Source: an optimization exercise on an open RTL-to-GDS flow (aim: small area, a short achievable clock period and few clock cycles). Production flows keep margins and buffers that such runs may drop.
RTL that was checked went through simulation tests only; none was proved equivalent to the original.
For runs 1 to 4, only the layout was checked, not whether the RTL still works.
Power figures rest on the tool's default switching activity, not on a simulated workload.

File: flow/flow/run.sh
#!/bin/bash
set -euo pipefail
bash standard.sh "BUFFER_PORTS_ARGS=-buffer_cell sky130_fd_sc_hd__buf_1" \
  "PLACE_PINS_ARGS=-min_distance 1 -min_distance_in_tracks" \
  SETUP_SLACK_MARGIN=6.5 finish > standard.log 2>&1
File: flow/standard.sh
#!/bin/bash
# synth_recipe.tcl (not shown) runs the flow's synth.tcl, then flattens the netlist and writes it again
# the make line also repeats each setting of config.mk as NAME=value (left out here)
make -C /OpenROAD-flow-scripts/flow DESIGN_CONFIG=/design/flow/config.mk WORK_HOME=/design/flow/orfs CLKGATE_MAP_FILE= SYNTH_SCRIPT=/design/flow/synth_recipe.tcl "${@:-finish}"
File: flow/config.mk
export PLATFORM = sky130hd
export DESIGN_NAME = mcp23x17_seq
export DESIGN_NICKNAME = mcp23x17_seq
export VERILOG_FILES = /design/flow/design.v
export SDC_FILE = /design/flow/constraint.sdc
export NUM_CORES = 4
export LEC_CHECK = 0
export CAP_MARGIN = 20
export CORE_AREA = 5 5 195 195
export CTS_BUF_LIST = sky130_fd_sc_hd__clkbuf_8
export DIE_AREA = 0 0 200 200
export SLEW_MARGIN = 20
File: flow/constraint.sdc
create_clock -name core_clock -period 10.0 [get_ports {clk}]
set_input_delay 2.0000 -clock core_clock [delete_from_list [all_inputs] [get_ports {clk}]]
set_output_delay 2.0000 -clock core_clock [all_outputs]
set_load 0.01 [all_outputs]
File: flow/design.v
module mcp23x17_seq (
    input  wire        clk,
    input  wire        rst,             
    input  wire [7:0]   cfg_mode,       
    input  wire [11:0]  cfg_opcode,     
    input  wire [3:0]   cfg_bank,       
    input  wire [287:0] cfg_porta,      
    input  wire [255:0] cfg_portb,      
    input  wire [3:0]   cmd_valid,
    input  wire [63:0]  cmd_word,
    output wire [3:0]   cmd_ready,
    output wire [31:0]  ctx_status,     
    output wire [31:0]  rsp_data,       
    output wire [15:0]  fault_status,
    output wire [7:0]   fault_ctx,
    output wire [7:0]   fault_dev,
    output wire         escalate,
    output reg  [3:0]   cs,
    input  wire         spi_busy,
    output wire         spi_req,
    output wire [23:0]  spi_tx,
    input  wire         spi_ack,
    input  wire [23:0]  spi_rx,
    input  wire [1:0]   spi_st,
    output wire         i2c_req,
    output wire         i2c_rnw,
    output wire [1:0]   i2c_len,
    output wire [7:0]   i2c_sla,
    output wire [23:0]  i2c_wdata,
    input  wire         i2c_ack,
    input  wire [1:0]   i2c_st,
    input  wire [7:0]   i2c_rdata
);
    localparam [1:0] CMD_INIT  = 2'd0,
                     CMD_READ  = 2'd1,
                     CMD_WRITE = 2'd2;
    localparam [1:0] MODE_SPI = 2'd1,
                     MODE_I2C = 2'd2;
    localparam [4:0] INIT_LAST = 5'd23;
    function is_illegal(input [15:0] w);
        reg lo, hi, gt;
        begin
            lo = |w[7:0];                          
            hi = |w[12:8];                         
            gt = w[11] & (w[10] | (w[9] & w[8]));  
            is_illegal = w[13] | (w[15] & w[14]) | gt |
                         (~w[15] & lo) | (~w[15] & ~w[14] & hi);
        end
    endfunction
    function [3:0] eight_reg(input [2:0] k);
        case (k)
            3'd0: eight_reg = 4'd0;    
            3'd1: eight_reg = 4'd1;    
            3'd2: eight_reg = 4'd2;    
            3'd3: eight_reg = 4'd3;    
            3'd4: eight_reg = 4'd4;    
            3'd5: eight_reg = 4'd6;    
            3'd6: eight_reg = 4'd9;    
            default: eight_reg = 4'd10;  
        endcase
    endfunction
    reg  [3:0]  busy;
    reg  [3:0]  isrd;           
    reg  [12:0] args  [0:3];    
    reg  [7:0]  rsp_b [0:3];
    reg  [3:0]  dval;
    reg  [3:0]  okval;
    reg  [3:0]  rok;
    reg         flt_valid;
    reg  [3:0]  flt_cause;
    reg  [1:0]  flt_ctx;
    reg         s_pre;          
    reg         s_sreq;         
    reg         s_post;         
    reg         s_pulse;        
    reg         s_iw;           
    reg         s_ir;           
    reg         s_fin;          
    reg  [1:0]  own;
    reg  [2:0]  f_op;           
    reg         f_rw;           
    reg  [4:0]  f_addr;
    reg  [7:0]  f_data;         
    integer k;
    wire s_idle = ~(s_pre | s_sreq | s_post | s_pulse | s_iw | s_ir | s_fin);
    wire [3:0] rdy = ~busy & {4{~flt_valid}};
    wire [3:0] acc = cmd_valid & rdy;
    wire [3:0] c_isinit = {cmd_word[63:62] == 2'b00, cmd_word[47:46] == 2'b00,
                           cmd_word[31:30] == 2'b00, cmd_word[15:14] == 2'b00};
    wire spi_ackd = s_sreq && spi_ack;
    wire i2c_ackd = (s_iw || s_ir) && i2c_ack;
    wire t_err    = (spi_ackd && spi_st != 2'd0) || (i2c_ackd && i2c_st != 2'd0);
    wire [3:0] c_bad;
    genvar c, b;
    generate
        for (c = 0; c < 4; c = c + 1) begin : g_bad
            assign c_bad[c] = is_illegal(cmd_word[16*c +: 16]) ||
                              (cfg_mode[2*c +: 2] != MODE_SPI && cfg_mode[2*c +: 2] != MODE_I2C);
        end
    endgenerate
    wire cmd_flt = |(acc & c_bad);
    wire new_flt = t_err || cmd_flt;
    reg [3:0] new_cause;
    reg [1:0] new_ctx;
    integer   i;
    always @(*) begin
        new_cause = 4'd0;
        new_ctx   = own;
        if (spi_ackd && spi_st != 2'd0)
            new_cause = (spi_st == 2'd1) ? 4'd1 : 4'd2;
        else if (i2c_ackd && i2c_st != 2'd0) begin
            if (s_iw)
                new_cause = (i2c_st == 2'd1) ? 4'd3 : 4'd4;
            else
                new_cause = (i2c_st == 2'd1) ? 4'd5 : 4'd6;
        end else begin
            for (i = 3; i >= 0; i = i - 1) begin
                if (acc[i] && c_bad[i]) begin
                    new_ctx   = i[1:0];
                    new_cause = is_illegal(cmd_word[16*i +: 16]) ? 4'd8 : 4'd7;
                end
            end
        end
    end
    wire acc_any = |acc;
    wire upd     = !flt_valid && !new_flt;
    wire step    = !flt_valid && !acc_any && !t_err;
    wire [3:0] c_spi;           
    wire [3:0] c_rw;            
    wire [3:0] c_pulse;         
    wire [3:0] c_more;          
    wire [4:0] c_addr [0:3];
    wire [2:0] c_op   [0:3];
    wire [71:0] c_sel;
    wire [4:0] c_next [0:3];
    generate
        for (c = 0; c < 4; c = c + 1) begin : g_ctx
            wire [12:0] a     = args[c];
            wire [4:0]  idx   = a[4:0];
            wire        init  = a[11] & a[10];     
            wire        pre   = init && (idx[4:3] == 2'b00);
            wire        port  = init ? idx[4] : a[12];
            wire [3:0]  rg    = !init ? a[11:8] : (pre ? 4'd5 : eight_reg(idx[2:0]));
            wire [2:0]  opc   = cfg_opcode[3*c +: 3];
            wire        carry = &idx[2:0];
            assign c_spi[c]   = (cfg_mode[2*c +: 2] == MODE_SPI);
            assign c_rw[c]    = isrd[c] || (pre && idx[1]);
            assign c_pulse[c] = pre && (idx[1:0] == 2'd0);
            assign c_more[c]  = init && (idx != INIT_LAST);
            assign c_addr[c]  = cfg_bank[c] ? {port, rg} : {rg, port};
            assign c_op[c]    = c_spi[c] ? {1'b0, opc[1:0]} : opc;
            assign c_next[c]  = (idx[4:3] == 2'b00 && idx[1]) ? 5'd8 :
                                {idx[4] | (idx[3] & carry), idx[3] ^ carry,
                                 idx[2] ^ (idx[1] & idx[0]), idx[1] ^ idx[0], ~idx[0]};
            wire [16:0] sel;
            assign sel[16] = pre;
            for (b = 0; b < 8; b = b + 1) begin : g_sel
                assign sel[b]     = init && (idx[4:3] == 2'b01) && (idx[2:0] == b);
                assign sel[8 + b] = init && (idx[4:3] == 2'b10) && (idx[2:0] == b);
            end
            assign c_sel[18*c +: 18] = {~init, sel};
        end
    endgenerate
    wire [3:0] own_oh = {own == 2'd3, own == 2'd2, own == 2'd1, own == 2'd0};
    wire [3:0] pend   = busy & ~(own_oh & {4{~s_idle}});
    reg  [1:0] nq;
    reg        nq_v;
    wire [3:0] gnt = {nq == 2'd3, nq == 2'd2, nq == 2'd1, nq == 2'd0} & {4{nq_v}};
    wire [3:0] pend2 = pend & ~gnt;
    wire [1:0] nx_go = nq_v ? (pend2[0] ? 2'd0 : pend2[1] ? 2'd1 : pend2[2] ? 2'd2 : 2'd3) : (pend[0] ? 2'd0 : pend[1] ? 2'd1 : pend[2] ? 2'd2 : 2'd3);
    wire       nv_go = nq_v ? |pend2 : |pend;
    wire [1:0] nx_hold = pend[0] ? 2'd0 : pend[1] ? 2'd1 : pend[2] ? 2'd2 : 2'd3;
    wire       nv_hold = |pend;
    wire       nx_valid = nq_v;
    reg        n_spi, n_rw, n_pulse;
    reg [2:0]  n_op;
    reg [4:0]  n_addr;
    wire [71:0] gsel = c_sel & {{18{gnt[3]}}, {18{gnt[2]}}, {18{gnt[1]}}, {18{gnt[0]}}};
    reg  [7:0]  n_data;
    integer     u, v;
    always @(*) begin
        n_data = 8'd0;
        for (u = 0; u < 4; u = u + 1) begin
            for (v = 0; v < 8; v = v + 1) begin
                n_data = n_data | ({8{gsel[18*u + v]}}     & cfg_porta[72*u + 8*v +: 8])
                                | ({8{gsel[18*u + 8 + v]}} & cfg_portb[64*u + 8*v +: 8]);
            end
            n_data = n_data | ({8{gsel[18*u + 16]}} & cfg_porta[72*u + 64 +: 8])
                            | ({8{gsel[18*u + 17]}} & args[u][7:0]);
        end
    end
    integer    q;
    always @(*) begin
        n_spi = 1'b0; n_rw = 1'b0; n_pulse = 1'b0;
        n_op = 3'd0; n_addr = 5'd0;
        for (q = 0; q < 4; q = q + 1) begin
            n_spi   = n_spi   | (gnt[q] & c_spi[q]);
            n_rw    = n_rw    | (gnt[q] & c_rw[q]);
            n_pulse = n_pulse | (gnt[q] & c_pulse[q]);
            n_op    = n_op    | ({3{gnt[q]}} & c_op[q]);
            n_addr  = n_addr  | ({5{gnt[q]}} & c_addr[q]);
        end
    end
    wire fin = s_pulse || s_fin ||
               (s_post && !spi_busy) ||
               (s_iw && i2c_ack && !f_rw) ||
               (s_ir && i2c_ack);
    wire fin_s = fin && step;                  
    wire go    = (s_idle && step) || fin_s;    
    wire       o_more = |(own_oh & c_more);
    wire [3:0] done   = (fin_s && !o_more) ? own_oh : 4'd0;
    wire [7:0] o_rd   = s_ir ? i2c_rdata : f_data;
    wire       rd_ack = (spi_ackd && f_rw) || (i2c_ackd && s_ir);
    wire       rd_eq  = ((s_ir ? i2c_rdata : spi_rx[7:0]) == f_data);
    wire n_start = go && nx_valid;
    wire x_pre   = (n_start && n_spi && !n_pulse) || (s_pre && spi_busy);
    wire x_sreq  = (s_pre && !spi_busy) || (s_sreq && !spi_ack);
    wire x_post  = (s_sreq && spi_ack) || (s_post && !fin_s);
    wire x_pulse = (n_start && n_spi && n_pulse) || (s_pulse && !fin_s);
    wire x_iw    = (n_start && !n_spi) || (s_iw && !i2c_ack);
    wire x_ir    = (s_iw && i2c_ack && f_rw) || (s_ir && !i2c_ack);
    wire x_fin   = ((s_iw && !f_rw) || s_ir || s_fin) && fin && !step;
    wire x_rw    = go ? n_rw : f_rw;
    wire [3:0] busy_n = (busy | (acc & {4{upd}})) & ~done;
    always @(posedge clk) begin
        for (k = 0; k < 4; k = k + 1) begin
            if (acc[k]) begin
                isrd[k] <= cmd_word[16*k+14];
                args[k] <= {cmd_word[16*k+12],
                            cmd_word[16*k+11] | c_isinit[k],
                            cmd_word[16*k+10] | c_isinit[k],
                            cmd_word[16*k+1 +: 9],
                            cmd_word[16*k] | (c_isinit[k] && cfg_mode[2*k +: 2] == MODE_I2C)};
            end else if (own_oh[k]) begin
                if (rd_ack)
                    args[k][5] <= rd_eq;
                if (fin_s && c_more[k])
                    args[k][4:0] <= c_next[k];
            end
            if (done[k]) begin
                if (isrd[k]) begin
                    rsp_b[k] <= o_rd;
                    dval[k]  <= 1'b1;
                end
                if (args[k][11] && args[k][10]) begin
                    rok[k]   <= args[k][5];
                    okval[k] <= 1'b1;
                end
            end
        end
        s_pre   <= x_pre;
        s_sreq  <= x_sreq;
        s_post  <= x_post;
        s_pulse <= x_pulse;
        s_iw    <= x_iw;
        s_ir    <= x_ir;
        s_fin   <= x_fin;
        if (spi_ackd)
            f_data <= spi_rx[7:0];
        if (i2c_ackd && s_ir)
            f_data <= i2c_rdata;
        nq   <= go ? nx_go : nx_hold;
        nq_v <= go ? nv_go : nv_hold;
        if (go) begin
            own    <= nx_valid ? nq : own;
            f_op   <= n_op;
            f_rw   <= n_rw;
            f_addr <= n_addr;
            f_data <= n_data;
            cs     <= {4{n_spi && nx_valid}} & gnt;
        end
        busy <= busy_n;
        if (new_flt && !flt_valid) begin
            flt_valid <= 1'b1;
            flt_cause <= new_cause;
            flt_ctx   <= new_ctx;
        end
        if (rst) begin
            busy      <= 4'd0;
            dval      <= 4'd0;
            okval     <= 4'd0;
            rok       <= 4'd0;
            flt_valid <= 1'b0;
            flt_cause <= 4'd0;
            flt_ctx   <= 2'd0;
            cs        <= 4'd0;
            s_pre     <= 1'b0;
            s_sreq    <= 1'b0;
            s_post    <= 1'b0;
            s_pulse   <= 1'b0;
            s_iw      <= 1'b0;
            s_ir      <= 1'b0;
            s_fin     <= 1'b0;
            own       <= 2'd0;
            nq_v      <= 1'b0;
        end
    end
    wire [7:0] f_ctrl = {4'b0100, f_op, f_rw};
    assign spi_req   = s_sreq && !flt_valid;
    assign spi_tx    = {f_ctrl, 3'b000, f_addr, f_data & {8{~f_rw}}};
    assign i2c_req   = (s_iw || s_ir) && !flt_valid;
    assign i2c_rnw   = s_ir;
    assign i2c_len   = {!s_ir, s_ir || !f_rw};
    assign i2c_sla   = {5'b00000, f_op};
    assign i2c_wdata = {f_ctrl, 3'b000, f_addr, f_data};
    assign cmd_ready = rdy;
    generate
        for (c = 0; c < 4; c = c + 1) begin : g_status
            assign ctx_status[8*c +: 8] = {3'b000, busy[c], rok[c], okval[c],
                                           dval[c], busy[c]};
            assign rsp_data[8*c +: 8]   = rsp_b[c];
        end
    endgenerate
    wire ph34 = (flt_cause == 4'd3) || (flt_cause == 4'd4);
    wire [3:0] flt_phase = {(flt_cause == 4'd5) || (flt_cause == 4'd6),
                            (flt_cause == 4'd1) || (flt_cause == 4'd2) || ph34,
                            ph34, ph34};
    assign fault_status = {4'b0000, flt_phase, 3'b000, flt_cause, flt_valid};
    assign fault_ctx    = {6'd0, flt_ctx};
    assign fault_dev    = {6'd0, flt_ctx};
    assign escalate     = flt_valid;
endmodule
==> summary.txt, run 1 <==
most common library cells after synthesis nand2_1 (126), a22oi_1 (123), nor2_1 (107); DRT Wirelength about 110 mm; DR DRC count 0; count leader, synth nand2_1; PortBufs 776; CTS Buf Count 17; HP Class flip-flop to flip-flop; status no timing/DRC/antenna violations; Tot GR Track Use 0.513; cell taking the most area after synthesis edfxtp_1; gpl congestion around 1.2; critical path's top delay family compound AO/OA/AOI/OAI gates; Cell Count, Final, Fillers Out between 2k and 3k; CTS H-Tree Depth 4; Pwr Density between 100 and 150 nW/um^2; flops & latches, synth between 100 and 150; Synth cell types 82; cts hold-fix bufs 0; Die Height 200 um; top post-synthesis cells by area edfxtp_1 (25%), a22oi_1 (7.3%), dfxtp_1 (6.2%); std cell rows 69; Main synth FF type edfxtp_1; final setup fails 0; final hold viol count 0; final antenna-violating net count 0; hpwl dp around 84 mm; first-pass GRT wire length between 100 and 150 mm; RSZ-0062 raised after global routing true; CTS tree yes; sequential share of the synthesized area 0.310; initial antenna violation count roughly 110; FF/Latch Area ~3900 um^2; Root Buffer clkbuf_8; Fillers 3,645; Die Area around 40,000 um^2; die extent in x around 200 um; core area about 36,000 um^2; CP bufs+invs 2; Worst Clk Skew approximately 15 ps; Crit path depth 8; synthesized area ~13,000 um^2; detailed-route vias per instance just under 7; synth-to-layout area growth 41.0%; vias in the first global route ~17k; clock latency (worst-skew pair) around 470 ps; crit path time final 3900 ps; DP Cell Count approximately 2.7k; Final Slew Violations 0; Cell Chain, Critical Path buf_1, a222oi_1, buf_2, a21oi_2, a221oi_2, nand4_1, nor4_4, a32oi_1; layout cells sized above 1 0.141; max incr delay on CP roughly 730 ps; Mean Syn Cell Area ~8.4 um^2; crit start category input port; type of the worst setup path input port to flip-flop; synth warn 3; I/O pin cnt between 800 and 900; Worst path slowest cell a222oi_1; Multi-input gate area about 8700 um^2; CTS Buffer Depth 2; max_cap viols 0; Critical Path Fanout Max 1; WP data required just over 10,000 ps; fin crit share 0.390; final setup TNS 0 ps; Synth top area share 0.249; Remaining Overflow, GRT 0; via count a little under 20k; Initial DRT Pass Iterations 14; CP Capture Type flip-flop; R2R depth 10; Iteration-0 DRC Markers around 3.5k; FMAX approximately 0.26 GHz; Peak supply drop between 100 and 150 uV; clock transition at the registers of the reported paths approximately 80 ps; EDFF count, synth approximately 110; Pwr Total 0.00186 W; largest net degree at the start of global routing 42; Worst Path Arrival 4100 ps; worst hold path cell count 2; Initial Util 0.357; Mapped Cells 1,516; Post-synth ARST share 0; fin nets about 3.0k; static leakage 6.06 nW; Max-slew headroom 0.168; DR WL/cell 37.1 um; # clock sinks around 140; Least-Margin Pin Slew between 1000 and 1500 ps
[flip-flops by register name, summed over array words and instances, names as in the netlist, 3 cells and up]
signal	count
f_data	8
isrd	4
rsp_b	32
f_op	3
rok	4
args	52
flt_cause	4
busy	4
cs	4
okval	4
dval	4
f_addr	5
[worst register-to-register path, cell delays in order (launching register included)]
cell and delay [ps]:
edfxtp_1 530, ha_1 450, nor2b_1 220, buf_4 230, a222oi_1 720, buf_2 330
a21oi_2 90, a221oi_2 290, nand4_1 240, nor4_4 260, a32oi_1 90
[report_power, final]
part	internal (W)	total, W	switching [W]	leakage [nW]
Combinational	0.000241	0.000626	0.000385	4.56
Clock	0.000230	0.000495	0.000265	0.206
Sequential	0.000684	0.000741	0.0000564	1.29
Total	0.00115	0.00186	0.000707	6.06
[repair_timing]
action / 4_1_cts / 5_1_grt
resized for setup: 114 / 112
pin swaps: 43 / 52
endpoints found under the setup margin: 126 / 91
gates cloned: 4 / 1
setup buffers: 27 / 28
[per-layer routing]
layer  wire (um)  global-route usage
met3       16500               0.278
met2       42100               0.697
met1       36200               0.598
met4       10900               0.379
met5         694              0.0812
[cell type report]
type	instances	share of cell area
Sequential cell	144	0.220
Tap cell	461	0.0322
Clock buffer	17	0.0131
Inverter	51	0.0117
Antenna cell	114	0.0159
Clock inverter	15	0.00972
Timing Repair Buffer	860	0.209
Multi-Input combinational cell	1202	0.488
[kinds of logic after synthesis]
kind of cell	after synthesis	share of synthesized area
compound gates	518	0.295
xor+xnor	11	0.00759
fa+ha+maj	37	0.0365
buf+inv	222	0.0888
flops	144	0.310
mux	56	0.0470
other cells	2	0.000592
simple gates	526	0.214
[per-stage QoR]
step / hold WS, ps / util / setup WS (ps) / cell area (um^2)
2_1_floorplan: 449 / - / 6120 / 13000
3_3_place_gp: 450 / 0.442 / 5080 / 15700
3_5_place_dp: 460 / 0.442 / 5050 / 15700
4_1_cts: 481 / 0.475 / 6220 / 16900
5_1_grt: 507 / 0.500 / 6140 / 17800
6_report: 479 / 0.503 / 6100 / 17900
[path summary, 6_finish.rpt]
path,from,end,slack (ps)
setup / recovery,cfg_portb[26],f_data[2],6100
hold / removal,dval[1],dval[1],480
setup reg to reg,args[0][0],f_data[2],6290
hold reg to reg,dval[1],dval[1],480
[cells in the final DEF, fill, tap and decap left out, types with 12 or more instances in the layout]
master / count
nand3_1: 54
o21ai_0: 59
mux2_2: 29
clkbuf_8: 17
a21oi_2: 16
a22o_1: 28
dfxtp_1: 33
and2_1: 16
edfxtp_1: 105
a21oi_1: 61
buf_1: 757
buf_6: 14
a32o_1: 15
a22oi_1: 118
and3_1: 36
nand4_1: 30
buf_4: 64
o211ai_1: 14
nor2_1: 98
nor2b_1: 19
ha_1: 37
nor3_1: 18
a32oi_1: 37
o22ai_1: 18
a31oi_1: 17
conb_1: 50
nand3b_1: 12
a222oi_1: 16
mux2i_1: 27
inv_1: 43
diode_2: 114
nand2b_1: 12
a221oi_1: 26
nand2_1: 120
==> inputs of run 2 (changes only) <==
==> flow/flow/run.sh (replaced) <==
#!/bin/bash
set -euo pipefail
bash standard.sh "BUFFER_PORTS_ARGS=-buffer_cell sky130_fd_sc_hd__buf_1" \
  "PLACE_PINS_ARGS=-min_distance 1 -min_distance_in_tracks" \
  SETUP_SLACK_MARGIN=6.5 TNS_END_PERCENT=10 finish > standard.log 2>&1
==> summary.txt, run 2 <==
status no timing/DRC/antenna violations; largest reg by FF count args; Critical Path Fanout Max 1; Final Slew Violations 0; clock latency (worst-skew pair) between 400 and 500 ps; pre-CTS WS 4790 ps; DRT Wirelength 103 mm; Main synth FF type edfxtp_1; Die Height 200 um; hpwl dp between 80 and 90 mm; Initial Util 0.357; CTS H-Tree Depth 4; Sw Pwr just under 0.0007 W; Pwr Density 102 nW/um^2; initial antenna violation count slightly above 100; Hold Path End dval[2]; most common library cells after synthesis nand2_1 (126), a22oi_1 (123), nor2_1 (107); vias in the first global route ~17k; final antenna-violating net count 0; static leakage 5.79 nW; worst reg2reg path endpoint f_data[4]; gpl congestion 1.17; Die Area ~40,000 um^2; launch point of the worst path cfg_portb[9]; biggest regs args x52, rsp_b x32, f_data x8; I/O pin cnt 843; CTS tree yes; via count between 15k and 20k; Max-slew headroom 0.264; crit start category input port; Mean Syn Cell Area 8.37 um^2; # clock sinks between 100 and 150; WP data required ~10,000 ps; PortBufs 776; sequential share of the synthesized area 0.310; Worst Path Arrival 4020 ps; fin nets between 2k and 3k; Worst R2R Setup Slack 6220 ps; PnR worst setup slack slightly above 6000 ps; post-layout util 0.481; Peak supply drop approximately 140 uV; Internal between 0.001 and 0.0015 W; Switching Share 0.384; r2r startpoint args[3][0]; RSZ-0062 raised after global routing true; crit path time final ~3800 ps; HP Class flip-flop to flip-flop; CTS Buf Count 17; Mapped Cells 1,516; FMAX around 0.26 GHz; Post-synth ARST share 0; CP Capture Type flip-flop; most common cell after layout, fill and taps aside buf_1; largest net degree at the start of global routing 42; synth-to-layout area growth 34.8%; synthesized area roughly 13,000 um^2; layout cells sized above 1 0.0995; Iteration-0 DRC Markers ~3.4k; count leader, synth nand2_1; std cell rows roughly 70; Comb power frac 0.329; fin crit share 0.381; first-pass GRT wire length 136 mm; Synth top area share 0.249; Least-Margin Pin Slew about 1100 ps; detailed-route vias per instance around 6.6; Root Buffer clkbuf_8; DR DRC count 0; core area between 30,000 and 40,000 um^2; DR WL/cell approximately 36 um; flops & latches, synth 144; die extent in x ~200 um; worst hold path cell count 2; most frequent cells in the layout buf_1 (763), nand2_1 (121), a22oi_1 (121); Remaining Overflow, GRT 0; EDFF count, synth ~110; Synth cell types 82; clock power share 0.248; type of the worst setup path input port to flip-flop; CTS Buffer Depth 2; final setup fails 0; R2R depth 6; max_cap viols 0; final hold viol count 0; cell taking the most area after synthesis edfxtp_1; sequential share of power 0.424; clock transition at the registers of the reported paths about 90 ps; Initial DRT Pass Iterations 10; max FFs per register 52; final setup TNS 0 ps; Worst Clk Skew 15.1 ps; Tot GR Track Use 0.493; top post-synthesis cells by area edfxtp_1 (25%), a22oi_1 (7.3%), dfxtp_1 (6.2%); hold path startpoint dval[2]; synth warn 3
-- run 2: worst max-delay path by stage --
stage                 to  slack [ps]
2_1_floorplan  f_data[4]        6120
3_3_place_gp       s_pre        4820
3_5_place_dp       s_pre        4790
4_1_cts        f_data[6]        6180
5_1_grt          i2c_req        6190
6_report       f_data[1]        6190
-- run 2: logic make-up after synthesis --
| family | share of synthesized area |
|---|---|
| flip-flops | 0.310 |
| AO/OA/AOI/OAI | 0.295 |
| multiplexers | 0.0470 |
| other | 0.000592 |
| XOR/XNOR | 0.00759 |
| AND/OR/NAND/NOR | 0.214 |
| adder cells (fa/ha/maj) | 0.0365 |
| buffers and inverters | 0.0888 |
-- run 2: layout make-up --
class / count / area [um^2]
antenna: 93 / 233
clock buffer: 17 / 234
clock inverter: 15 / 125
fill: 3771 / 18500
inverter: 51 / 204
multi-input combinational: 1198 / 8330
sequential: 144 / 3940
tap: 461 / 577
timing repair buffer: 836 / 3450
timing repair inverter: 1 / 5.00
-- run 2: stage by stage --
stage	total power [W]	hold slack (ps)	instances	instance area, um^2
after floorplan	0.00102	449	1564	12900
after global placement	0.00124	452	2660	15700
after detailed placement	0.00125	466	2660	15700
after CTS	0.00169	487	2708	16300
after global routing	0.00181	508	2788	17000
final	0.00175	484	2816	17100
-- run 2: repair_timing --
action / 4_1_cts / 5_1_grt
setup buffers: 15 / 15
hold buffers: 0 / 0
gates resized for setup: 45 / 92
pin swaps: 8 / 31
endpoints found under the setup margin: 124 / 124
cloned: 1 / 0
-- run 2: worst max-delay path, cell delays in order --
cell,delay [ps]
buf_1,100
a222oi_1,420
a21oi_1,170
a2111oi_1,630
nand4_1,200
nor4_2,360
a31oi_1,130
-- run 2: layer usage --
layer | part of all wire | vias to the layer above | global-route usage | wire, um
li1 | - | 7421 | - | -
met1 | 0.34 | 8871 | 0.562 | 34900
met2 | 0.40 | 1695 | 0.677 | 41500
met3 | 0.15 | 610 | 0.267 | 15500
met4 | 0.10 | 40 | 0.381 | 10300
met5 | 0.0035 | - | 0.0753 | 361
-- run 2: power groups by stage --
stage          Clock, W  Sequential [W]  Combinational, W
3_5_place_dp          0        0.000751          0.000497
2_1_floorplan         0        0.000722          0.000294
6_report       0.000434        0.000742          0.000576
5_1_grt        0.000464        0.000745          0.000605
4_1_cts        0.000438        0.000737          0.000517
3_3_place_gp          0        0.000749          0.000488
==> inputs of run 3 (changes only) <==
==> flow/flow/run.sh (replaced) <==
#!/bin/bash
set -euo pipefail
DU="sky130_fd_sc_hd__probe_p_8 sky130_fd_sc_hd__probec_p_8 sky130_fd_sc_hd__lpflow_bleeder_1 sky130_fd_sc_hd__lpflow_clkbufkapwr_1 sky130_fd_sc_hd__lpflow_clkbufkapwr_16 sky130_fd_sc_hd__lpflow_clkbufkapwr_2 sky130_fd_sc_hd__lpflow_clkbufkapwr_4 sky130_fd_sc_hd__lpflow_clkbufkapwr_8 sky130_fd_sc_hd__lpflow_clkinvkapwr_1 sky130_fd_sc_hd__lpflow_clkinvkapwr_16 sky130_fd_sc_hd__lpflow_clkinvkapwr_2 sky130_fd_sc_hd__lpflow_clkinvkapwr_4 sky130_fd_sc_hd__lpflow_clkinvkapwr_8 sky130_fd_sc_hd__lpflow_decapkapwr_12 sky130_fd_sc_hd__lpflow_decapkapwr_3 sky130_fd_sc_hd__lpflow_decapkapwr_4 sky130_fd_sc_hd__lpflow_decapkapwr_6 sky130_fd_sc_hd__lpflow_decapkapwr_8 sky130_fd_sc_hd__lpflow_inputiso0n_1 sky130_fd_sc_hd__lpflow_inputiso0p_1 sky130_fd_sc_hd__lpflow_inputiso1n_1 sky130_fd_sc_hd__lpflow_inputiso1p_1 sky130_fd_sc_hd__lpflow_inputisolatch_1 sky130_fd_sc_hd__lpflow_isobufsrc_1 sky130_fd_sc_hd__lpflow_isobufsrc_16 sky130_fd_sc_hd__lpflow_isobufsrc_2 sky130_fd_sc_hd__lpflow_isobufsrc_4 sky130_fd_sc_hd__lpflow_isobufsrc_8 sky130_fd_sc_hd__lpflow_isobufsrckapwr_16 sky130_fd_sc_hd__lpflow_lsbuf_lh_hl_isowell_tap_1 sky130_fd_sc_hd__lpflow_lsbuf_lh_hl_isowell_tap_2 sky130_fd_sc_hd__lpflow_lsbuf_lh_hl_isowell_tap_4 sky130_fd_sc_hd__lpflow_lsbuf_lh_isowell_4 sky130_fd_sc_hd__lpflow_lsbuf_lh_isowell_tap_1 sky130_fd_sc_hd__lpflow_lsbuf_lh_isowell_tap_2 sky130_fd_sc_hd__lpflow_lsbuf_lh_isowell_tap_4  sky130_fd_sc_hd__or4_0 sky130_fd_sc_hd__or4_1 sky130_fd_sc_hd__or4_2 sky130_fd_sc_hd__or4_4 sky130_fd_sc_hd__or4b_0 sky130_fd_sc_hd__or4b_1 sky130_fd_sc_hd__or4b_2 sky130_fd_sc_hd__or4b_4 sky130_fd_sc_hd__or4bb_0 sky130_fd_sc_hd__or4bb_1 sky130_fd_sc_hd__or4bb_2 sky130_fd_sc_hd__or4bb_4 sky130_fd_sc_hd__nor4_0 sky130_fd_sc_hd__nor4_1 sky130_fd_sc_hd__nor4_2 sky130_fd_sc_hd__nor4_4 sky130_fd_sc_hd__nor4b_0 sky130_fd_sc_hd__nor4b_1 sky130_fd_sc_hd__nor4b_2 sky130_fd_sc_hd__nor4b_4 sky130_fd_sc_hd__nor4bb_0 sky130_fd_sc_hd__nor4bb_1 sky130_fd_sc_hd__nor4bb_2 sky130_fd_sc_hd__nor4bb_4 sky130_fd_sc_hd__a2111oi_0 sky130_fd_sc_hd__a2111oi_1 sky130_fd_sc_hd__a2111oi_2 sky130_fd_sc_hd__a2111oi_4 sky130_fd_sc_hd__a2111o_0 sky130_fd_sc_hd__a2111o_1 sky130_fd_sc_hd__a2111o_2 sky130_fd_sc_hd__a2111o_4 sky130_fd_sc_hd__o2111ai_0 sky130_fd_sc_hd__o2111ai_1 sky130_fd_sc_hd__o2111ai_2 sky130_fd_sc_hd__o2111ai_4 sky130_fd_sc_hd__o2111a_0 sky130_fd_sc_hd__o2111a_1 sky130_fd_sc_hd__o2111a_2 sky130_fd_sc_hd__o2111a_4 sky130_fd_sc_hd__or3_0 sky130_fd_sc_hd__or3_1 sky130_fd_sc_hd__or3_2 sky130_fd_sc_hd__or3_4 sky130_fd_sc_hd__or3b_0 sky130_fd_sc_hd__or3b_1 sky130_fd_sc_hd__or3b_2 sky130_fd_sc_hd__or3b_4 sky130_fd_sc_hd__nor3b_0 sky130_fd_sc_hd__nor3b_1 sky130_fd_sc_hd__nor3b_2 sky130_fd_sc_hd__nor3b_4"
bash standard.sh "BUFFER_PORTS_ARGS=-buffer_cell sky130_fd_sc_hd__buf_1" \
  "PLACE_PINS_ARGS=-min_distance 1 -min_distance_in_tracks" \
  "DONT_USE_CELLS=$DU" \
  SETUP_SLACK_MARGIN=6.5 TNS_END_PERCENT=10 finish > standard.log 2>&1
==> summary.txt, run 3 <==
status no timing/DRC/antenna violations; largest net degree at the start of global routing 40; I/O pin cnt between 800 and 900; Mean Syn Cell Area 8.42 um^2; launch point of the worst path args[0][4]; Post-synth ARST share 0; FMAX between 0.2 and 0.3 GHz; top post-synthesis cells by area edfxtp_1 (25%), a22oi_1 (6.3%), dfxtp_1 (6.1%); crit path to f_data[1]; fin crit share 0.383; static leakage 5.76 nW; Critical Path Fanout Max 11; CTS H-Tree Depth 4; Root Buffer clkbuf_8; DR DRC count 0; count leader, synth nor2_1; Synth cell types 75; CTS tree yes; cts hold-fix bufs 0; Fillers about 3.8k; max_cap viols 0; sequential share of the synthesized area 0.307; core area roughly 36,000 um^2; worst reg2reg path endpoint f_data[1]; flops & latches, synth roughly 140; Initial DRT Pass Iterations 10; HP Class flip-flop to flip-flop; vias in the first global route ~17k; type of the worst setup path flip-flop to flip-flop; RSZ-0062 raised after global routing true; hold slack final 485 ps; CTS Buffer Depth 2; DRT Wirelength between 100 and 150 mm; synthesized area approximately 13,000 um^2; clock transition at the registers of the reported paths ~100 ps; Worst Path Arrival between 4000 and 5000 ps; fin nets just under 3k; Die Height about 200 um; Remaining Overflow, GRT 0; Main synth FF type edfxtp_1; cell taking the most area after synthesis edfxtp_1; WP data required ~10,000 ps; std cell rows between 60 and 70; Die Area roughly 40,000 um^2; Final Slew Violations 0; most frequent cells in the layout buf_1 (773), nor2_1 (120), nand2_1 (109); synth-to-layout area growth 30.3%; Pwr Density between 100 and 150 nW/um^2; Mapped Cells ~1.5k; Max-slew headroom 0.148; Peak supply drop approximately 94 uV; final setup fails 0; via count between 15k and 20k; crit start category flip-flop; CP Capture Type flip-flop; final hold viol count 0; DR WL/cell 39.6 um; CTS Buf Count 17; # clock sinks roughly 140; most common library cells after synthesis nor2_1 (125), nand2_1 (111), a22oi_1 (108); first-pass GRT wire length roughly 140 mm; synth warn 3; max FFs per register between 50 and 60; hpwl dp roughly 91 mm; gpl congestion approximately 1.3; Initial Util 0.361; Multi-input gate area between 8000 and 9000 um^2; r2r startpoint args[0][4]; layout cells sized above 1 0.0776; Iteration-0 DRC Markers 3,315; EDFF count, synth 105; detailed-route vias per instance a little under 7; Least-Margin Pin Slew ~1300 ps; PortBufs roughly 780; Synth top area share 0.246; crit path time final between 3000 and 4000 ps; most common cell after layout, fill and taps aside buf_1; clock latency (worst-skew pair) 510 ps; largest reg by FF count args; R2R depth 8; biggest regs args x52, rsp_b x32, f_data x8; final setup TNS 0 ps; FF/Latch Area just under 4000 um^2; Worst R2R Setup Slack ~6000 ps; Worst Clk Skew 19.5 ps; initial antenna violation count about 110; die extent in x 200 um; final antenna-violating net count 0; Tot GR Track Use 0.529
[run 3: where the power goes]
| group | internal [W] | leakage, nW | switching (W) |
|---|---|---|---|
| logic | 0.000206 | 4.28 | 0.000371 |
| registers | 0.000685 | 1.29 | 0.0000582 |
| clock network | 0.000183 | 0.191 | 0.000276 |
[run 3: cell families after synthesis]
kind of cell             synth area share
multiplexers                       0.0503
AND/OR/NAND/NOR                     0.206
AO/OA/AOI/OAI                       0.295
flip-flops                          0.307
XOR/XNOR                          0.00751
adder cells (fa/ha/maj)            0.0361
buffers and inverters              0.0975
other                            0.000586
[run 3: layer usage]
metal | track usage | routed length, um
met3 | 0.279 | 17600
met5 | 0.0753 | 279
met4 | 0.421 | 11700
met2 | 0.753 | 45100
met1 | 0.580 | 36000
[run 3: cell type report]
class | instances | area share
antenna | 96 | 0.0144
clock buffer | 17 | 0.0140
clock inverter | 15 | 0.00898
inverter | 49 | 0.0129
multi-input combinational | 1192 | 0.480
sequential | 144 | 0.235
tap | 461 | 0.0345
timing repair buffer | 824 | 0.199
timing repair inverter | 1 | 0.000524
[run 3: timing repair]
action,4_1_cts,5_1_grt
endpoints found under the setup margin,100,99
setup buffers,14,14
cloned,1,0
pin swaps,6,16
gates resized for setup,28,33
[run 3: critical path: stages, from the launching register on]
cell	delay (ps)
edfxtp_1	740
nor2b_1	710
nand4_1	670
nor2_4	610
a22oi_1	330
nand4_1	200
nor2_1	90
a41o_1	240
o21ai_0	90
[run 3: per-stage QoR]
stage                      util  total power [W]  cells  worst slack, ps  instance area (um^2)
after floorplan               -          0.00102   1571             6280                 13000
after global placement    0.439          0.00125   2642             5350                 15600
after detailed placement  0.439          0.00127   2642             5260                 15600
after CTS                 0.457          0.00173   2689             6270                 16200
after global routing      0.468          0.00183   2773             6260                 16600
final                     0.470          0.00178   2799             6170                 16700
[run 3: worst min path at each step]
stage,start,endpoint,slack [ps],cells past startpoint
after floorplan,s_pre,s_sreq,460,2
after global placement,cs[3],cs[3],450,2
after detailed placement,dval[2],dval[2],460,2
after CTS,cs[3],cs[3],480,2
after global routing,s_pre,s_sreq,520,2
final,cs[3],cs[3],480,2
==> inputs of run 4 (changes only) <==
--- a/flow/design.v
+++ b/flow/design.v
@@ -60,14 +60,17 @@
         endcase
     endfunction
     reg  [3:0]  busy;
-    reg  [3:0]  isrd;           
+    reg  [3:0]  rdy;            
+    reg  [1:0]  kind  [0:3];
     reg  [12:0] args  [0:3];    
     reg  [7:0]  rsp_b [0:3];
     reg  [3:0]  dval;
     reg  [3:0]  okval;
     reg  [3:0]  rok;
     reg         flt_valid;
+    reg         flt_out;        
     reg  [3:0]  flt_cause;
+    reg  [2:0]  flt_ph;         
     reg  [1:0]  flt_ctx;
     reg         s_pre;          
     reg         s_sreq;         
@@ -81,12 +84,13 @@
     reg         f_rw;           
     reg  [4:0]  f_addr;
     reg  [7:0]  f_data;         
+    reg         o_spi_req;
+    reg         o_i2c_req;
+    reg         o_i2c_rnw;
+    reg  [1:0]  o_i2c_len;
     integer k;
     wire s_idle = ~(s_pre | s_sreq | s_post | s_pulse | s_iw | s_ir | s_fin);
-    wire [3:0] rdy = ~busy & {4{~flt_valid}};
     wire [3:0] acc = cmd_valid & rdy;
-    wire [3:0] c_isinit = {cmd_word[63:62] == 2'b00, cmd_word[47:46] == 2'b00,
-                           cmd_word[31:30] == 2'b00, cmd_word[15:14] == 2'b00};
     wire spi_ackd = s_sreq && spi_ack;
     wire i2c_ackd = (s_iw || s_ir) && i2c_ack;
     wire t_err    = (spi_ackd && spi_st != 2'd0) || (i2c_ackd && i2c_st != 2'd0);
@@ -131,20 +135,20 @@
     wire [3:0] c_more;          
     wire [4:0] c_addr [0:3];
     wire [2:0] c_op   [0:3];
-    wire [71:0] c_sel;
+    wire [7:0] c_data [0:3];
     wire [4:0] c_next [0:3];
     generate
         for (c = 0; c < 4; c = c + 1) begin : g_ctx
             wire [12:0] a     = args[c];
             wire [4:0]  idx   = a[4:0];
-            wire        init  = a[11] & a[10];     
+            wire        init  = (kind[c] == CMD_INIT);
             wire        pre   = init && (idx[4:3] == 2'b00);
             wire        port  = init ? idx[4] : a[12];
             wire [3:0]  rg    = !init ? a[11:8] : (pre ? 4'd5 : eight_reg(idx[2:0]));
             wire [2:0]  opc   = cfg_opcode[3*c +: 3];
             wire        carry = &idx[2:0];
             assign c_spi[c]   = (cfg_mode[2*c +: 2] == MODE_SPI);
-            assign c_rw[c]    = isrd[c] || (pre && idx[1]);
+            assign c_rw[c]    = (kind[c] == CMD_READ) || (pre && idx[1]);
             assign c_pulse[c] = pre && (idx[1:0] == 2'd0);
             assign c_more[c]  = init && (idx != INIT_LAST);
             assign c_addr[c]  = cfg_bank[c] ? {port, rg} : {rg, port};
@@ -153,52 +157,69 @@
                                 {idx[4] | (idx[3] & carry), idx[3] ^ carry,
                                  idx[2] ^ (idx[1] & idx[0]), idx[1] ^ idx[0], ~idx[0]};
             wire [16:0] sel;
-            assign sel[16] = pre;
+            assign sel[16] = pre && !idx[1];
             for (b = 0; b < 8; b = b + 1) begin : g_sel
                 assign sel[b]     = init && (idx[4:3] == 2'b01) && (idx[2:0] == b);
                 assign sel[8 + b] = init && (idx[4:3] == 2'b10) && (idx[2:0] == b);
             end
-            assign c_sel[18*c +: 18] = {~init, sel};
+            reg [7:0] d;
+            integer m;
+            always @(*) begin
+                d = init ? 8'h00 : a[7:0];
+                for (m = 0; m < 8; m = m + 1) begin
+                    d = d | ({8{sel[m]}}     & cfg_porta[72*c + 8*m +: 8])
+                          | ({8{sel[8 + m]}} & cfg_portb[64*c + 8*m +: 8]);
+                end
+                d = d | ({8{sel[16]}} & cfg_porta[72*c + 64 +: 8]);
+            end
+            assign c_data[c] = d;
         end
     endgenerate
     wire [3:0] own_oh = {own == 2'd3, own == 2'd2, own == 2'd1, own == 2'd0};
     wire [3:0] pend   = busy & ~(own_oh & {4{~s_idle}});
+    function [1:0] rr_pick(input [1:0] x, input [3:0] p);
+        reg [3:0] r;
+        reg [1:0] f;
+        begin
+            case (x)
+                2'd0: r = {p[0], p[3], p[2], p[1]};
+                2'd1: r = {p[1], p[0], p[3], p[2]};
+                2'd2: r = {p[2], p[1], p[0], p[3]};
+                default: r = p;
+            endcase
+            f = r[0] ? 2'd0 : r[1] ? 2'd1 : r[2] ? 2'd2 : 2'd3;
+            case ({x, f})
+                4'b0000: rr_pick = 2'd1; 4'b0001: rr_pick = 2'd2; 4'b0010: rr_pick = 2'd3; 4'b0011: rr_pick = 2'd0;
+                4'b0100: rr_pick = 2'd2; 4'b0101: rr_pick = 2'd3; 4'b0110: rr_pick = 2'd0; 4'b0111: rr_pick = 2'd1;
+                4'b1000: rr_pick = 2'd3; 4'b1001: rr_pick = 2'd0; 4'b1010: rr_pick = 2'd1; 4'b1011: rr_pick = 2'd2;
+                4'b1100: rr_pick = 2'd0; 4'b1101: rr_pick = 2'd1; 4'b1110: rr_pick = 2'd2; default: rr_pick = 2'd3;
+            endcase
+        end
+    endfunction
     reg  [1:0] nq;
     reg        nq_v;
     wire [3:0] gnt = {nq == 2'd3, nq == 2'd2, nq == 2'd1, nq == 2'd0} & {4{nq_v}};
     wire [3:0] pend2 = pend & ~gnt;
-    wire [1:0] nx_go = nq_v ? (pend2[0] ? 2'd0 : pend2[1] ? 2'd1 : pend2[2] ? 2'd2 : 2'd3) : (pend[0] ? 2'd0 : pend[1] ? 2'd1 : pend[2] ? 2'd2 : 2'd3);
+    wire [1:0] nx_go = nq_v ? rr_pick(nq, pend2) : rr_pick(own, pend);
     wire       nv_go = nq_v ? |pend2 : |pend;
-    wire [1:0] nx_hold = pend[0] ? 2'd0 : pend[1] ? 2'd1 : pend[2] ? 2'd2 : 2'd3;
+    wire [1:0] nx_hold = rr_pick(own, pend);
     wire       nv_hold = |pend;
     wire       nx_valid = nq_v;
     reg        n_spi, n_rw, n_pulse;
     reg [2:0]  n_op;
     reg [4:0]  n_addr;
-    wire [71:0] gsel = c_sel & {{18{gnt[3]}}, {18{gnt[2]}}, {18{gnt[1]}}, {18{gnt[0]}}};
-    reg  [7:0]  n_data;
-    integer     u, v;
-    always @(*) begin
-        n_data = 8'd0;
-        for (u = 0; u < 4; u = u + 1) begin
-            for (v = 0; v < 8; v = v + 1) begin
-                n_data = n_data | ({8{gsel[18*u + v]}}     & cfg_porta[72*u + 8*v +: 8])
-                                | ({8{gsel[18*u + 8 + v]}} & cfg_portb[64*u + 8*v +: 8]);
-            end
-            n_data = n_data | ({8{gsel[18*u + 16]}} & cfg_porta[72*u + 64 +: 8])
-                            | ({8{gsel[18*u + 17]}} & args[u][7:0]);
-        end
-    end
+    reg [7:0]  n_data;
     integer    q;
     always @(*) begin
         n_spi = 1'b0; n_rw = 1'b0; n_pulse = 1'b0;
-        n_op = 3'd0; n_addr = 5'd0;
+        n_op = 3'd0; n_addr = 5'd0; n_data = 8'd0;
         for (q = 0; q < 4; q = q + 1) begin
             n_spi   = n_spi   | (gnt[q] & c_spi[q]);
             n_rw    = n_rw    | (gnt[q] & c_rw[q]);
             n_pulse = n_pulse | (gnt[q] & c_pulse[q]);
             n_op    = n_op    | ({3{gnt[q]}} & c_op[q]);
             n_addr  = n_addr  | ({5{gnt[q]}} & c_addr[q]);
+            n_data  = n_data  | ({8{gnt[q]}} & c_data[q]);
         end
     end
     wire fin = s_pulse || s_fin ||
@@ -211,7 +232,9 @@
     wire [3:0] done   = (fin_s && !o_more) ? own_oh : 4'd0;
     wire [7:0] o_rd   = s_ir ? i2c_rdata : f_data;
     wire       rd_ack = (spi_ackd && f_rw) || (i2c_ackd && s_ir);
-    wire       rd_eq  = ((s_ir ? i2c_rdata : spi_rx[7:0]) == f_data);
+    wire [7:0] iocon  = own[1] ? (own[0] ? cfg_porta[280 +: 8] : cfg_porta[208 +: 8])
+                               : (own[0] ? cfg_porta[136 +: 8] : cfg_porta[64 +: 8]);
+    wire       rd_eq  = ((s_ir ? i2c_rdata : spi_rx[7:0]) == iocon);
     wire n_start = go && nx_valid;
     wire x_pre   = (n_start && n_spi && !n_pulse) || (s_pre && spi_busy);
     wire x_sreq  = (s_pre && !spi_busy) || (s_sreq && !spi_ack);
@@ -225,12 +248,10 @@
     always @(posedge clk) begin
         for (k = 0; k < 4; k = k + 1) begin
             if (acc[k]) begin
-                isrd[k] <= cmd_word[16*k+14];
-                args[k] <= {cmd_word[16*k+12],
-                            cmd_word[16*k+11] | c_isinit[k],
-                            cmd_word[16*k+10] | c_isinit[k],
-                            cmd_word[16*k+1 +: 9],
-                            cmd_word[16*k] | (c_isinit[k] && cfg_mode[2*k +: 2] == MODE_I2C)};
+                kind[k] <= cmd_word[16*k+14 +: 2];
+                args[k] <= {cmd_word[16*k+1 +: 12],
+                            cmd_word[16*k] | (cmd_word[16*k+14 +: 2] == CMD_INIT &&
+                                              cfg_mode[2*k +: 2] == MODE_I2C)};
             end else if (own_oh[k]) begin
                 if (rd_ack)
                     args[k][5] <= rd_eq;
@@ -238,11 +259,11 @@
                     args[k][4:0] <= c_next[k];
             end
             if (done[k]) begin
-                if (isrd[k]) begin
+                if (kind[k] == CMD_READ) begin
                     rsp_b[k] <= o_rd;
                     dval[k]  <= 1'b1;
                 end
-                if (args[k][11] && args[k][10]) begin
+                if (kind[k] == CMD_INIT) begin
                     rok[k]   <= args[k][5];
                     okval[k] <= 1'b1;
                 end
@@ -255,6 +276,11 @@
         s_iw    <= x_iw;
         s_ir    <= x_ir;
         s_fin   <= x_fin;
+        o_spi_req    <= x_sreq && !new_flt && !flt_valid;
+        o_i2c_req    <= (x_iw || x_ir) && !new_flt && !flt_valid;
+        o_i2c_rnw    <= x_ir;
+        o_i2c_len[1] <= !x_ir;
+        o_i2c_len[0] <= x_ir || !x_rw;
         if (spi_ackd)
             f_data <= spi_rx[7:0];
         if (i2c_ackd && s_ir)
@@ -270,18 +296,27 @@
             cs     <= {4{n_spi && nx_valid}} & gnt;
         end
         busy <= busy_n;
+        rdy  <= ~busy_n & {4{upd}};
         if (new_flt && !flt_valid) begin
             flt_valid <= 1'b1;
+            flt_out   <= 1'b1;
             flt_cause <= new_cause;
             flt_ctx   <= new_ctx;
+            flt_ph    <= {new_cause == 4'd5 || new_cause == 4'd6,
+                          new_cause == 4'd1 || new_cause == 4'd2 ||
+                          new_cause == 4'd3 || new_cause == 4'd4,
+                          new_cause == 4'd3 || new_cause == 4'd4};
         end
         if (rst) begin
             busy      <= 4'd0;
+            rdy       <= 4'hf;
             dval      <= 4'd0;
             okval     <= 4'd0;
             rok       <= 4'd0;
             flt_valid <= 1'b0;
+            flt_out   <= 1'b0;
             flt_cause <= 4'd0;
+            flt_ph    <= 3'd0;
             flt_ctx   <= 2'd0;
             cs        <= 4'd0;
             s_pre     <= 1'b0;
@@ -293,14 +328,16 @@
             s_fin     <= 1'b0;
             own       <= 2'd0;
             nq_v      <= 1'b0;
+            o_spi_req <= 1'b0;
+            o_i2c_req <= 1'b0;
         end
     end
     wire [7:0] f_ctrl = {4'b0100, f_op, f_rw};
-    assign spi_req   = s_sreq && !flt_valid;
-    assign spi_tx    = {f_ctrl, 3'b000, f_addr, f_data & {8{~f_rw}}};
-    assign i2c_req   = (s_iw || s_ir) && !flt_valid;
-    assign i2c_rnw   = s_ir;
-    assign i2c_len   = {!s_ir, s_ir || !f_rw};
+    assign spi_req   = o_spi_req;
+    assign spi_tx    = {f_ctrl, 3'b000, f_addr, f_data};
+    assign i2c_req   = o_i2c_req;
+    assign i2c_rnw   = o_i2c_rnw;
+    assign i2c_len   = o_i2c_len;
     assign i2c_sla   = {5'b00000, f_op};
     assign i2c_wdata = {f_ctrl, 3'b000, f_addr, f_data};
     assign cmd_ready = rdy;
@@ -311,12 +348,9 @@
             assign rsp_data[8*c +: 8]   = rsp_b[c];
         end
     endgenerate
-    wire ph34 = (flt_cause == 4'd3) || (flt_cause == 4'd4);
-    wire [3:0] flt_phase = {(flt_cause == 4'd5) || (flt_cause == 4'd6),
-                            (flt_cause == 4'd1) || (flt_cause == 4'd2) || ph34,
-                            ph34, ph34};
-    assign fault_status = {4'b0000, flt_phase, 3'b000, flt_cause, flt_valid};
+    assign fault_status = {4'b0000, flt_ph[2], flt_ph[1], flt_ph[0], flt_ph[0],
+                           3'b000, flt_cause, flt_out};
     assign fault_ctx    = {6'd0, flt_ctx};
     assign fault_dev    = {6'd0, flt_ctx};
-    assign escalate     = flt_valid;
+    assign escalate     = flt_out;
 endmodule
--- a/flow/flow/run.sh
+++ b/flow/flow/run.sh
@@ -4,4 +4,4 @@
 bash standard.sh "BUFFER_PORTS_ARGS=-buffer_cell sky130_fd_sc_hd__buf_1" \
   "PLACE_PINS_ARGS=-min_distance 1 -min_distance_in_tracks" \
   "DONT_USE_CELLS=$DU" \
-  SETUP_SLACK_MARGIN=6.5 TNS_END_PERCENT=10 finish > standard.log 2>&1
+  SETUP_SLACK_MARGIN=6.5 finish > standard.log 2>&1
==> summary.txt, run 4 <==
status no timing/DRC/antenna violations; final setup fails 0; top post-synthesis cells by area edfxtp_1 (24%), dfxtp_1 (7.7%), a22oi_1 (6.5%); crit path time final about 3700 ps; CTS Buf Count 17; Internal about 0.0012 W; CTS H-Tree Depth 4; fin crit share 0.374; Initial Util 0.378; Die Height 200 um; final hold viol count 0; Synth top area share 0.241; Switching Share 0.341; Worst R2R Setup Slack 6570 ps; Max-slew headroom 0.280; clock latency (worst-skew pair) 490 ps; die extent in x 200 um; Sw Pwr between 0.0006 and 0.0007 W; met3 wire length slightly above 10 mm; Worst Path Arrival between 3000 and 4000 ps; Final Slew Violations 0; EDFF count, synth approximately 110; DRT Wirelength ~84 mm; I/O pin cnt 843; via count around 18k; initial antenna violation count 30; CTS Buffer Depth 2; synth warn 4; Iteration-0 DRC Markers between 2k and 2.5k; DR WL met2 between 30 and 40 mm; clock transition at the registers of the reported paths ~100 ps; sequential share of the synthesized area 0.319; Die Area about 40,000 um^2; clock power share 0.297; final antenna-violating net count 0; Synth cell types 94; layout cells sized above 1 0.102; # clock sinks 160; most used cell, CP nand4_1; core area roughly 36,000 um^2; DR top layer met5; largest reg by FF count args; RSZ-0062 raised after global routing true; Placed Area 16,200 um^2; Worst path slowest cell a222oi_1; critical path's top delay family simple AND/OR/NAND/NOR gates; final setup TNS 0 ps; Comb power frac 0.273; Initial DRT Pass Iterations 8; max FFs per register 52; Cell Chain, Critical Path buf_6, a222oi_1, nand4_1, a21oi_2, nand4_1, buf_4, nor3_4, buf_12, and3b_4; CP Capture Type flip-flop; max_cap viols 0; Tot GR Track Use 0.384; biggest regs args x52, rsp_b x32; Pwr Density around 100 nW/um^2; synthesized area approximately 13,000 um^2; most common cell after layout, fill and taps aside buf_1; most frequent cells in the layout buf_1 (769), nand2_1 (154), nor2_1 (111), a22oi_1 (111), edfxtp_1 (108); synth-to-layout area growth 30.1%; PortBufs between 700 and 800; Main synth FF type edfxtp_1; DR WL/cell 30.0 um; max incr delay on CP around 390 ps; count leader, synth nand2_1; routed metal-1 wirelength just over 30 mm; static leakage approximately 6 nW; HP Class flip-flop to flip-flop; std cell rows slightly below 70; DR DRC count 0; CTS tree yes; hpwl dp ~68 mm; design area about 17,000 um^2; most common library cells after synthesis nand2_1 (157), a22oi_1 (116), nor2_1 (116); FMAX about 0.27 GHz; Mapped Cells between 1.5k and 2k; cell taking the most area after synthesis edfxtp_1; vias in the first global route approximately 16k; first-pass GRT wire length 112 mm; Remaining Overflow, GRT 0; Peak supply drop about 140 uV; WP data required about 10,000 ps; Post-synth ARST share 0; detailed-route vias per instance 6.35; Worst Clk Skew just over 30 ps; flops & latches, synth between 150 and 200; Least-Margin Pin Slew about 1100 ps; crit start category input port; gpl congestion 1.13; fin nets approximately 3.0k; Root Buffer clkbuf_8; Mean Syn Cell Area 8.65 um^2; Critical Path Fanout Max 5; largest net degree at the start of global routing 35; CP bufs+invs 3; sequential share of power 0.431; type of the worst setup path input port to flip-flop
-- run 4: cell types whose count changed after synthesis, moves of 11 or more --
| cell | previous run | this run |
|---|---|---|
| a21oi_1 | 70 | 84 |
| a222oi_1 | 15 | 37 |
| a32oi_1 | 42 | 12 |
| and3_1 | 48 | 30 |
| buf_2 | 17 | 29 |
| clkbuf_1 | 81 | 59 |
| dfxtp_1 | 39 | 52 |
| mux2_2 | 28 | 17 |
| nand2_1 | 111 | 157 |
| nor3_2 | 2 | 13 |
-- run 4: final timing paths --
kind	startpoint	to	cells after the start
worst max-delay path	cmd_valid[2]	rsp_b[0][4]	9
worst min-delay path	flt_cause[3]	flt_cause[3]	2
worst max register to register	args[0][1]	f_data[4]	9
worst min register to register	flt_cause[3]	flt_cause[3]	2
-- run 4: routing by layer --
metal / up-vias / track usage
met5: - / 0
met2: 1437 / 0.581
met3: 355 / 0.111
li1: 7450 / -
met1: 8412 / 0.489
met4: 14 / 0.226
-- run 4: layout make-up --
type                    count  area, um^2
diodes                     28        70.1
inverters                  40         169
fillers                  3657       18100
flip-flops and latches    160        4280
well taps                 461         577
clock buffers              19         262
repair inverters            3        15.0
clock inverters            13         174
multi-input cells        1222        8420
repair buffers            837        3520
-- run 4: what timing repair did --
| action | CTS | global route |
|---|---|---|
| pin swaps | 15 | 32 |
| gates cloned | 6 | 0 |
| buffers inserted | 24 | 23 |
| hold buffers | 0 | 0 |
| hold endpoints to repair | 0 | 0 |
| gates resized for setup | 32 | 61 |
| setup endpoints to repair | 116 | 91 |
-- run 4: through the flow --
| stage | instances | total power (W) | setup WS (ps) | hold WS [ps] | util |
|---|---|---|---|---|---|
| final | 2783 | 0.00182 | 6260 | 472 | 0.492 |
| after global routing | 2772 | 0.00189 | 6180 | 483 | 0.491 |
| after CTS | 2732 | 0.00179 | 6290 | 470 | 0.477 |
| after detailed placement | 2670 | 0.00124 | 4880 | 451 | 0.455 |
| after global placement | 2669 | 0.00124 | 4940 | 448 | 0.455 |
| after floorplan | 1602 | 0.00104 | 6300 | 437 | - |
-- run 4: worst register-to-register path, cell delays in order, from the launching register on --
cell and delay [ps]:
edfxtp_1 550, inv_1 180, ha_1 390, nor2b_2 490, and3_1 520, a222oi_1 230, and3_1 240, a31oi_1 270
a21oi_1 120, a31oi_1 240
-- run 4: power by group through the flow --
stage          Clock [W]  Combinational (W)  Sequential (W)
5_1_grt         0.000572           0.000531        0.000787
4_1_cts         0.000545           0.000461        0.000783
2_1_floorplan          0           0.000265        0.000779
3_3_place_gp           0           0.000444        0.000796
3_5_place_dp           0           0.000447        0.000796
6_report        0.000541           0.000497        0.000785
-- run 4: cell families after synthesis --
logic type      Yosys count  synth area share
other cells               2          0.000559
xor+xnor                  9           0.00586
simple gates            513             0.193
buf+inv                 223            0.0913
compound gates          556             0.307
flops                   160             0.319
fa+ha+maj                37            0.0344
mux                      54            0.0492
==> inputs of run 5 (changes only) <==
--- a/flow/design.v
+++ b/flow/design.v
@@ -196,15 +196,9 @@
             endcase
         end
     endfunction
-    reg  [1:0] nq;
-    reg        nq_v;
-    wire [3:0] gnt = {nq == 2'd3, nq == 2'd2, nq == 2'd1, nq == 2'd0} & {4{nq_v}};
-    wire [3:0] pend2 = pend & ~gnt;
-    wire [1:0] nx_go = nq_v ? rr_pick(nq, pend2) : rr_pick(own, pend);
-    wire       nv_go = nq_v ? |pend2 : |pend;
-    wire [1:0] nx_hold = rr_pick(own, pend);
-    wire       nv_hold = |pend;
-    wire       nx_valid = nq_v;
+    wire [1:0] nx       = rr_pick(own, pend);
+    wire       nx_valid = |pend;
+    wire [3:0] gnt      = {nx == 2'd3, nx == 2'd2, nx == 2'd1, nx == 2'd0} & {4{nx_valid}};
     reg        n_spi, n_rw, n_pulse;
     reg [2:0]  n_op;
     reg [4:0]  n_addr;
@@ -285,10 +279,8 @@
             f_data <= spi_rx[7:0];
         if (i2c_ackd && s_ir)
             f_data <= i2c_rdata;
-        nq   <= go ? nx_go : nx_hold;
-        nq_v <= go ? nv_go : nv_hold;
         if (go) begin
-            own    <= nx_valid ? nq : own;
+            own    <= nx_valid ? nx : own;
             f_op   <= n_op;
             f_rw   <= n_rw;
             f_addr <= n_addr;
@@ -327,7 +319,6 @@
             s_ir      <= 1'b0;
             s_fin     <= 1'b0;
             own       <= 2'd0;
-            nq_v      <= 1'b0;
             o_spi_req <= 1'b0;
             o_i2c_req <= 1'b0;
         end
--- a/flow/flow/run.sh
+++ b/flow/flow/run.sh
@@ -4,4 +4,4 @@
 bash standard.sh "BUFFER_PORTS_ARGS=-buffer_cell sky130_fd_sc_hd__buf_1" \
   "PLACE_PINS_ARGS=-min_distance 1 -min_distance_in_tracks" \
   "DONT_USE_CELLS=$DU" \
-  SETUP_SLACK_MARGIN=6.5 finish > standard.log 2>&1
+  SETUP_SLACK_MARGIN=6.5 TNS_END_PERCENT=10 finish > standard.log 2>&1
==> summary.txt, run 5 <==
status no timing/DRC/antenna violations; area share of fa/ha/maj cells after synthesis 0.0350; CTS H-Tree Depth 4; Main synth FF type edfxtp_1; Mean Syn Cell Area roughly 8.7 um^2; layout cells sized above 1 0.0767; final setup fails 0; synth-to-layout area growth 28.9%; Synth top area share 0.245; fin crit share 0.369; XOR/XNOR Fraction of Synth Area 0.00530; Worst path slowest cell o211ai_1; Pwr Density 106 nW/um^2; Root Buffer clkbuf_8; Post-synth ARST share 0; most frequent cells in the layout buf_1 (773), nand2_1 (149), a22oi_1 (141); EDFF count, synth about 110; most used cell, CP buf_4; max FFs per register 52; most common library cells after synthesis nand2_1 (149), a22oi_1 (141), edfxtp_1 (108); Cell Chain, Critical Path buf_6, o211ai_1, and4_4, o21ai_4, buf_4, nor3_4, buf_4, and3b_2; Critical Path Fanout Max 6; Worst Path Arrival slightly below 4000 ps; Worst Clk Skew approximately 24 ps; cts hold-fix bufs 0; static leakage around 5.9 nW; clock latency (worst-skew pair) 480 ps; core area 35,600 um^2; flops & latches, synth about 160; CTS Buffer Depth 2; CTS tree yes; std cell rows slightly below 70; DR DRC count 0; first-pass GRT wire length about 110 mm; count leader, synth nand2_1; die extent in x 200 um; Simple-Gate Fraction of Synth Area 0.189; Die Area ~40,000 um^2; DR WL/cell between 20 and 30 um; Fillers around 3.8k; crit start category input port; Remaining Overflow, GRT 0; Peak supply drop around 85 uV; Synth cell types 72; HP Class flip-flop to flip-flop; Initial DRT Pass Iterations 14; sequential share of the synthesized area 0.320; Max-slew headroom 0.270; CP Capture Type flip-flop; DRT Wirelength 81.7 mm; RSZ-0062 raised after global routing true; mux cell area share after synthesis 0.0674; largest net degree at the start of global routing 35; Mapped Cells approximately 1.5k; fin nets 2,943; hpwl dp 67.1 mm; max_cap viols 0; FMAX ~0.27 GHz; type of the worst setup path input port to flip-flop; Initial Util 0.372; post-layout util 0.479; top post-synthesis cells by area edfxtp_1 (25%), a22oi_1 (8.0%), dfxtp_1 (7.4%); CTS Buf Count 17; final hold viol count 0; # clock sinks around 160; final antenna-violating net count 0; max incr delay on CP approximately 400 ps; PortBufs 776; crit path time final between 3000 and 4000 ps; Least-Margin Pin Slew 1090 ps; biggest regs args x52, rsp_b x32; r2r startpoint args[2][0]; I/O pin cnt between 800 and 900; via count between 15k and 20k; Iteration-0 DRC Markers 2,023; final setup TNS 0 ps; Compound-Gate Fraction of Synth Area 0.297; synth warn 4; synthesized area 13,200 um^2; launch point of the worst path spi_st[1]; Final Slew Violations 0; cell taking the most area after synthesis edfxtp_1; largest reg by FF count args; vias in the first global route around 16k; initial antenna violation count 46; Die Height 200 um; WP data required slightly above 10,000 ps; gpl congestion 1.11; detailed-route vias per instance between 6 and 7; largest family of logic cells by synthesized area compound AO/OA/AOI/OAI gates; most common cell after layout, fill and taps aside buf_1; clock transition at the registers of the reported paths around 110 ps; Tot GR Track Use 0.371; hold path startpoint dval[3]
-- run 5: changes by cell type after synthesis, moves of 17 or more --
cell,delta
a32oi_1,+18
a21oi_1,-28
a221oi_1,-30
nand3_1,-17
and3_1,+21
a22oi_1,+25
-- run 5: per-layer routing --
| metal | vias to the layer above | track usage | share of wire |
|---|---|---|---|
| met4 | 12 | 0.248 | 0.075 |
| li1 | 7349 | - | - |
| met5 | - | 0.00358 | 0.00092 |
| met1 | 8162 | 0.434 | 0.36 |
| met3 | 297 | 0.108 | 0.12 |
| met2 | 1317 | 0.592 | 0.45 |
-- run 5: critical path: cells and delay by family --
family | cells | cell delay [ps]
simple gates | 3 | 820
compound gates | 2 | 540
buf+inv | 3 | 500
-- run 5: area by class of cell --
cell class / instances / area, um^2 / share of cell area
multi-input combinational: 1194 / 8250 / 0.485
sequential: 157 / 4230 / 0.248
timing repair buffer: 821 / 3290 / 0.193
tap: 461 / 577 / 0.0339
clock buffer: 17 / 234 / 0.0137
clock inverter: 15 / 190 / 0.0112
inverter: 37 / 146 / 0.00860
antenna: 42 / 105 / 0.00617
timing repair inverter: 1 / 5.00 / 0.000294
-- run 5: repair_timing --
action | 4_1_cts | 5_1_grt
pin swaps | 2 | 18
setup buffers | 4 | 16
gates resized for setup | 8 | 27
gates cloned | 0 | 4
setup endpoints to repair | 98 | 101
-- run 5: worst paths after layout --
kind | cells past startpoint | end | slack, ps
worst min register to register | 1 | dval[3] | 470
worst max register to register | 9 | f_data[1] | 6620
worst min-delay path | 1 | dval[3] | 470
worst max-delay path | 8 | rsp_b[2][2] | 6310
-- run 5: report_power, final --
group	internal, W	leakage, nW	switching [W]
registers	0.000734	1.41	0.0000422
clock network	0.000194	0.207	0.000312
logic	0.000198	4.32	0.000321
-- run 5: cell families (layout without fill, tap and decap cells) --
| kind of cell | count (synthesis) | count (layout) |
|---|---|---|
| AO/OA/AOI/OAI | 525 | 526 |
| AND/OR/NAND/NOR | 498 | 500 |
| buffers and inverters | 219 | 891 |
| flip-flops | 157 | 157 |
| multiplexers | 73 | 73 |
| adder cells (fa/ha/maj) | 37 | 37 |
| XOR/XNOR | 8 | 8 |
| other | 2 | 92 |
-- run 5: per-stage QoR --
stage	hold slack (ps)	cell area [um^2]	setup WS, ps	std cells	total power, W
final	468	17000	6310	2745	0.00180
after detailed placement	452	16200	5110	2646	0.00128
after CTS	473	16600	6300	2682	0.00178
after global placement	440	16100	5180	2645	0.00127
after global routing	502	17000	6320	2742	0.00188
after floorplan	459	13500	6330	1567	0.00105
Testbench counts of run 5, summed over its fixed seeds: cycles 8,296.

==> afterwards: timing with drivers on the ports <==
In the flow no input, the clock included, has a driving cell. The finished layouts below were timed again as built, in two steps. Step 1, drivers: a clkbuf_16 drives clk and a buf_2 each remaining input, both assumed. Step 2 also shifts input and output timing later by t, the mid clock arrival at the registers, as if the neighbouring blocks saw the same clock. Slacks: ideal / step 1 / step 2; pairs: ideal / step 1.
run | shift t [ns] | setup slack, ns | slew at the worst register clock pin (ns) | cell pins on the clock port's net
run 1 | 0.512 | 6.096 / 6.106 / 5.594 | 0.09 / 0.09 | 1
run 2 | 0.520 | 6.191 / 6.201 / 5.680 | 0.10 / 0.10 | 1
run 3 | 0.544 | 6.169 / 6.169 / 5.745 | 0.10 / 0.10 | 1
run 4 | 0.524 | 6.262 / 6.273 / 5.748 | 0.11 / 0.11 | 1
run 5 | 0.520 | 6.315 / 6.328 / 5.808 | 0.11 / 0.11 | 1
After both steps every run listed still meets setup and hold. The setup slack of run 4, which loses most, moves by +0.011 ns with the drivers and by -0.514 ns with both steps.
